Background: an optimization exercise with open tools, aiming at small area, a short achievable clock period and few clock cycles. Do not read the settings as production practice.
RTL that was checked went through simulation tests only; none was proved equivalent to the original.
No activity file was given, so power comes from the tool's default toggle rates.

==> flow/design.v <==
module pdk_engine (
    input  wire        clk,
    input  wire        rst,
    output wire [9:0]  imem_addr,
    input  wire [15:0] imem_rdata,
    output reg         io_we,
    output reg  [3:0]  io_waddr,
    output wire [7:0]  io_wdata,
    output reg         halted,
    output reg  [2:0]  fault_code,
    output reg         fault_write,
    output wire [15:0] fault_info,
    output wire [15:0] pc_o,
    output wire [15:0] acc_o,
    output wire [7:0]  sp_o,
    output wire [7:0]  flags_o,
    output wire [31:0] cycles_o
);
    localparam F_INSN  = 3'd1;
    localparam F_DATA  = 3'd2;
    localparam F_IO    = 3'd3;
    localparam F_OPC   = 3'd5;
    localparam F_STACK = 3'd6;
    reg [15:0]  pc;       
    reg [15:0]  ir;       
    reg         irv;      
    reg         irk;      
    reg         uop2;     
    reg [9:0]   fa;       
    reg         rv;       
    reg [15:0]  acc;
    reg [31:0]  ticks;
    reg [7:0]   spm1;     
    reg [5:0]   ra;       
    reg [5:0]   wa;       
    reg         rst_q;    
    reg [511:0] dm;       
    reg [127:0] io;       
    reg d_ill, d_dbad, d_iobad, d_sfault;
    reg sp_push_bad, sp_pop_bad, sp_call_bad, sp_ret_bad;
    wire [7:0] sp    = io[23:16];
    wire [7:0] flags = io[7:0];
    assign imem_addr  = fa;
    assign pc_o       = pc;
    assign acc_o      = acc;
    assign sp_o       = sp;
    assign flags_o    = flags;
    assign cycles_o   = ticks;
    assign fault_info = ir;
    assign io_wdata   = acc[7:0];
    wire [15:0] w    = imem_rdata;
    wire [3:0]  wop  = w[15:12];
    wire        whi0 = (w[11:8] == 4'd0);
    wire        wlo0 = (w[7:0] == 8'd0);
    wire        w_sta = (wop == 4'h2);
    wire        w_lda = (wop == 4'h3);
    wire        w_legal = (wop <= 4'h5) && whi0 && (wop != 4'h0 || wlo0) ||
                          (wop == 4'h8) || (wop == 4'h9) ||
                          (wop >= 4'h6 && wop <= 4'hC) && whi0 && wlo0;
    wire        w_dbad  = (wop == 4'h2 || wop == 4'h3) && whi0 && (w[7:6] != 2'd0);
    wire        w_iobad = (wop == 4'h4 || wop == 4'h5) && whi0 && (w[7:4] != 4'd0);
    wire [3:0] op = ir[15:12];
    wire [7:0] a  = ir[7:0];
    wire is_ldi  = (op == 4'h1);
    wire is_sta  = (op == 4'h2);
    wire is_lda  = (op == 4'h3);
    wire is_out  = (op == 4'h4);
    wire is_in   = (op == 4'h5);
    wire is_push = (op == 4'h6);
    wire is_pop  = (op == 4'h7);
    wire is_jmp  = (op == 4'h8);
    wire is_call = (op == 4'h9);
    wire is_ret  = (op == 4'hA);
    wire is_dec  = (op == 4'hB);
    wire is_skz  = (op == 4'hC);
    wire f_insn  = (pc[15:10] != 6'd0);
    wire f_stack = (is_push && sp_push_bad) || (is_pop && sp_pop_bad) ||
                   (is_call && sp_call_bad) || (is_ret && sp_ret_bad);
    wire fault   = f_insn | d_sfault | f_stack;
    wire ex    = irv && !halted;
    wire exk   = ex && irk;                   
    wire ex2   = ex && !irk && uop2;          
    wire ex1   = ex && !irk && !uop2;         
    wire go1   = ex1 && !fault;               
    wire accz  = (acc == 16'd0);
    wire skip  = go1 && is_skz && accz;
    wire [15:0] next  = pc + 16'd1;
    wire [7:0]  dm_rdata = dm[8*ra +: 8];
    wire        dm_we    = ex1 && (is_sta || is_push || is_call) || ex2 && is_call;
    wire [5:0]  dm_waddr = wa;
    wire [7:0]  dm_wdata = is_call ? (uop2 ? next[15:8] : next[7:0]) : acc[7:0];
    wire [7:0]  dm_wd    = rst_q ? 8'd0 : dm_wdata;
    wire [7:0]  io_rdata = io[8*a[3:0] +: 8];
    wire        io_wr    = go1 && is_out;
    wire        sp_wr    = io_wr && a[3:0] == 4'd2;
    wire        sp_inc   = go1 && (is_push || is_call) || ex2 && is_call;
    wire        sp_dec   = go1 && (is_pop || is_ret) || ex2 && is_ret;
    wire done  = exk || go1 && !(is_jmp || is_call || is_ret) || ex2 && !is_ret;
    wire load  = !halted && (!irv || done);
    wire redir = load && rv && !skip && (wop == 4'h8 || wop == 4'h9);
    genvar g;
    generate
        for (g = 0; g < 64; g = g + 1) begin : g_dm
            always @(posedge clk)
                if (rst_q || (dm_we && dm_waddr == g))
                    dm[8*g +: 8] <= dm_wd;
        end
        for (g = 0; g < 16; g = g + 1) begin : g_io
            if (g == 2) begin : g_sp
                always @(posedge clk)
                    if (rst_q)
                        io[8*g +: 8] <= 8'd0;
                    else if (sp_wr)
                        io[8*g +: 8] <= acc[7:0];
                    else if (sp_inc)
                        io[8*g +: 8] <= sp + 8'd1;
                    else if (sp_dec)
                        io[8*g +: 8] <= spm1;
            end else begin : g_b
                always @(posedge clk)
                    if (rst_q || (io_wr && a[3:0] == g))
                        io[8*g +: 8] <= rst_q ? 8'd0 : acc[7:0];
            end
        end
    endgenerate
    always @(posedge clk) begin
        rst_q    <= rst;
        io_waddr <= a[3:0];
        if (rst) begin
            pc          <= 16'd0;
            irv         <= 1'b0;
            irk         <= 1'b0;
            uop2        <= 1'b0;
            fa          <= 10'd0;
            rv          <= 1'b0;
            acc         <= 16'd0;
            ticks       <= 32'd0;
            spm1        <= 8'hFF;
            ra          <= 6'h3F;
            wa          <= 6'h00;
            sp_push_bad <= 1'b0;
            sp_pop_bad  <= 1'b1;
            sp_call_bad <= 1'b0;
            sp_ret_bad  <= 1'b1;
            halted      <= 1'b0;
            io_we       <= 1'b0;
            fault_code  <= 3'd0;
            fault_write <= 1'b0;
        end else begin
            io_we <= io_wr;
            if (ex)
                ticks <= ticks + 32'd1;
            if (ex1 && fault) begin
                halted      <= 1'b1;
                fault_code  <= f_insn   ? F_INSN :
                               d_ill    ? F_OPC :
                               d_dbad   ? F_DATA :
                               d_iobad  ? F_IO : F_STACK;
                fault_write <= !f_insn && d_dbad && is_sta;
            end
            if (load ? w_lda : is_lda)
                ra <= load ? w[5:0] : a[5:0];
            else if (sp_wr)
                ra <= acc[5:0] - 6'd1;
            else if (sp_inc)
                ra <= sp[5:0];
            else if (sp_dec)
                ra <= spm1[5:0] - 6'd1;
            else
                ra <= spm1[5:0];
            if (load ? w_sta : is_sta)
                wa <= load ? w[5:0] : a[5:0];
            else if (sp_wr)
                wa <= acc[5:0];
            else if (sp_inc)
                wa <= sp[5:0] + 6'd1;
            else if (sp_dec)
                wa <= spm1[5:0];
            else
                wa <= sp[5:0];
            if (sp_wr) begin
                spm1        <= acc[7:0] - 8'd1;
                sp_push_bad <= acc[7:0] >= 8'd63;
                sp_pop_bad  <= acc[7:0] == 8'd0 || acc[7:0] >= 8'd65;
                sp_call_bad <= acc[7:0] >= 8'd62;
                sp_ret_bad  <= acc[7:0] < 8'd2 || acc[7:0] >= 8'd65;
            end else if (sp_inc) begin
                spm1        <= sp;
                sp_push_bad <= sp >= 8'd62;
                sp_pop_bad  <= sp >= 8'd64;
                sp_call_bad <= sp >= 8'd61;
                sp_ret_bad  <= sp == 8'd0 || sp >= 8'd64;
            end else if (sp_dec) begin
                spm1        <= spm1 - 8'd1;
                sp_push_bad <= spm1 >= 8'd63;
                sp_pop_bad  <= spm1 == 8'd0 || spm1 >= 8'd65;
                sp_call_bad <= spm1 >= 8'd62;
                sp_ret_bad  <= spm1 < 8'd2 || spm1 >= 8'd65;
            end
            if (exk || go1 && !(is_jmp || is_call || is_ret))
                pc <= next;
            else if (go1 && is_ret)
                pc[15:8] <= dm_rdata;
            else if (ex2 && is_ret)
                pc[7:0] <= dm_rdata;
            else if (ex2)
                pc <= {4'd0, ir[11:0]};
            if (go1) begin
                if (is_ldi)
                    acc <= {8'd0, a};
                if (is_lda || is_pop)
                    acc <= {8'd0, dm_rdata};
                if (is_in)
                    acc <= {8'd0, io_rdata};
                if (is_dec)
                    acc <= acc - 16'd1;
            end
            if (go1 && (is_jmp || is_call || is_ret))
                uop2 <= 1'b1;
            else if (ex2)
                uop2 <= 1'b0;
            if (load) begin
                irv <= rv;
                irk <= skip;
            end else if (ex2 && is_ret) begin
                irv <= 1'b0;
            end
            if (ex2 && is_ret) begin
                fa <= {pc[9:8], dm_rdata};
                rv <= 1'b0;
            end else if (redir) begin
                fa <= w[9:0];
                rv <= 1'b0;
            end else begin
                fa <= fa + 10'd1;
                rv <= 1'b1;
            end
        end
    end
    always @(posedge clk) begin
        if (!rst && ex1 && fault) begin
            ir <= f_insn  ? pc :
                  d_ill   ? ir :
                  d_dbad || d_iobad ? {8'd0, a} : {8'd0, sp};
        end else if (!rst && load) begin
            ir       <= w;
            d_ill    <= !w_legal;
            d_dbad   <= w_dbad;
            d_iobad  <= w_iobad;
            d_sfault <= !w_legal || w_dbad || w_iobad;
        end
    end
endmodule
clock: 8.0 ns
lec_check: 0
cap_margin: 20
core_margin: 2
core_utilization: 55
cts_cluster_diameter: 100
cts_cluster_size: 30
place_density: 0.7
setup_slack_margin: 5
slew_margin: 20
run.sh (not shown) runs the stock make flow with config.mk's settings and CLKGATE_MAP_FILE= SYNTH_SCRIPT=/design/flow/synth_recipe.tcl, a recipe that flattens the netlist after the stock synthesis.
The starting point finished with timing, DRC and antenna clean.
Rerun with:
--- a/flow/design.v
+++ b/flow/design.v
@@ -29,13 +29,12 @@
     reg [9:0]   fa;       
     reg         rv;       
     reg [15:0]  acc;
     reg [31:0]  ticks;
     reg [7:0]   spm1;     
     reg [5:0]   ra;       
-    reg [5:0]   wa;       
     reg         rst_q;    
     reg [511:0] dm;       
     reg [127:0] io;       
     reg d_ill, d_dbad, d_iobad, d_sfault;
     reg sp_push_bad, sp_pop_bad, sp_call_bad, sp_ret_bad;
     wire [7:0] sp    = io[23:16];
@@ -49,13 +48,12 @@
     assign fault_info = ir;
     assign io_wdata   = acc[7:0];
     wire [15:0] w    = imem_rdata;
     wire [3:0]  wop  = w[15:12];
     wire        whi0 = (w[11:8] == 4'd0);
     wire        wlo0 = (w[7:0] == 8'd0);
-    wire        w_sta = (wop == 4'h2);
     wire        w_lda = (wop == 4'h3);
     wire        w_legal = (wop <= 4'h5) && whi0 && (wop != 4'h0 || wlo0) ||
                           (wop == 4'h8) || (wop == 4'h9) ||
                           (wop >= 4'h6 && wop <= 4'hC) && whi0 && wlo0;
     wire        w_dbad  = (wop == 4'h2 || wop == 4'h3) && whi0 && (w[7:6] != 2'd0);
     wire        w_iobad = (wop == 4'h4 || wop == 4'h5) && whi0 && (w[7:4] != 4'd0);
@@ -84,13 +82,13 @@
     wire go1   = ex1 && !fault;               
     wire accz  = (acc == 16'd0);
     wire skip  = go1 && is_skz && accz;
     wire [15:0] next  = pc + 16'd1;
     wire [7:0]  dm_rdata = dm[8*ra +: 8];
     wire        dm_we    = ex1 && (is_sta || is_push || is_call) || ex2 && is_call;
-    wire [5:0]  dm_waddr = wa;
+    wire [5:0]  dm_waddr = is_sta ? a[5:0] : sp[5:0];
     wire [7:0]  dm_wdata = is_call ? (uop2 ? next[15:8] : next[7:0]) : acc[7:0];
     wire [7:0]  dm_wd    = rst_q ? 8'd0 : dm_wdata;
     wire [7:0]  io_rdata = io[8*a[3:0] +: 8];
     wire        io_wr    = go1 && is_out;
     wire        sp_wr    = io_wr && a[3:0] == 4'd2;
     wire        sp_inc   = go1 && (is_push || is_call) || ex2 && is_call;
@@ -134,13 +132,12 @@
             fa          <= 10'd0;
             rv          <= 1'b0;
             acc         <= 16'd0;
             ticks       <= 32'd0;
             spm1        <= 8'hFF;
             ra          <= 6'h3F;
-            wa          <= 6'h00;
             sp_push_bad <= 1'b0;
             sp_pop_bad  <= 1'b1;
             sp_call_bad <= 1'b0;
             sp_ret_bad  <= 1'b1;
             halted      <= 1'b0;
             io_we       <= 1'b0;
@@ -165,22 +162,12 @@
             else if (sp_inc)
                 ra <= sp[5:0];
             else if (sp_dec)
                 ra <= spm1[5:0] - 6'd1;
             else
                 ra <= spm1[5:0];
-            if (load ? w_sta : is_sta)
-                wa <= load ? w[5:0] : a[5:0];
-            else if (sp_wr)
-                wa <= acc[5:0];
-            else if (sp_inc)
-                wa <= sp[5:0] + 6'd1;
-            else if (sp_dec)
-                wa <= spm1[5:0];
-            else
-                wa <= sp[5:0];
             if (sp_wr) begin
                 spm1        <= acc[7:0] - 8'd1;
                 sp_push_bad <= acc[7:0] >= 8'd63;
                 sp_pop_bad  <= acc[7:0] == 8'd0 || acc[7:0] >= 8'd65;
                 sp_call_bad <= acc[7:0] >= 8'd62;
                 sp_ret_bad  <= acc[7:0] < 8'd2 || acc[7:0] >= 8'd65;
Result: Power shrinks by about 2.7%. First-iteration DRC count shrinks by 4.8%. Clock-buffer cell count grows by 7. Sequential power shrinks by about 0.9%. Non-clock buffer count grows by 18. Cell count shrinks by about 0.35%. Routed wire length grows by about 0.6%. Via count shrinks by about 1.2%. Sequential share of layout area shrinks by 0.23 points. Synthesized area stays flat. Setup slack gains 0.0036 ns. Combinational power grows by 8.5%.
Testbench counts after the change, summed over its fixed seeds: cycles 43,778.
No functional check of the RTL was part of the first run of this note.

## what the ideal ports hide
Ports are ideal in the flow. The routed layouts listed here were re-timed in OpenROAD.
Step 1 assumes that a clkbuf_16 drives the clock port and a buf_2 every other input.
Step 2 also shifts input and output timing later by t, the mid clock arrival at the registers, as if the neighbouring blocks saw the same clock.
a / b / c = ideal ports / drivers / drivers and shift; a / b = the first two.
run	t (ns)	slack for setup (ns)	worst register clock-pin slew, ns
the first run	0.657	4.934 / 4.934 / 4.354	0.12 / 0.12
the second run	0.710	4.937 / 4.892 / 4.351	0.12 / 0.12
After both steps setup and hold are still met in every run listed. For the second run, which loses most, drivers alone change the setup slack by -0.045 ns; drivers and shift together by -0.586 ns.
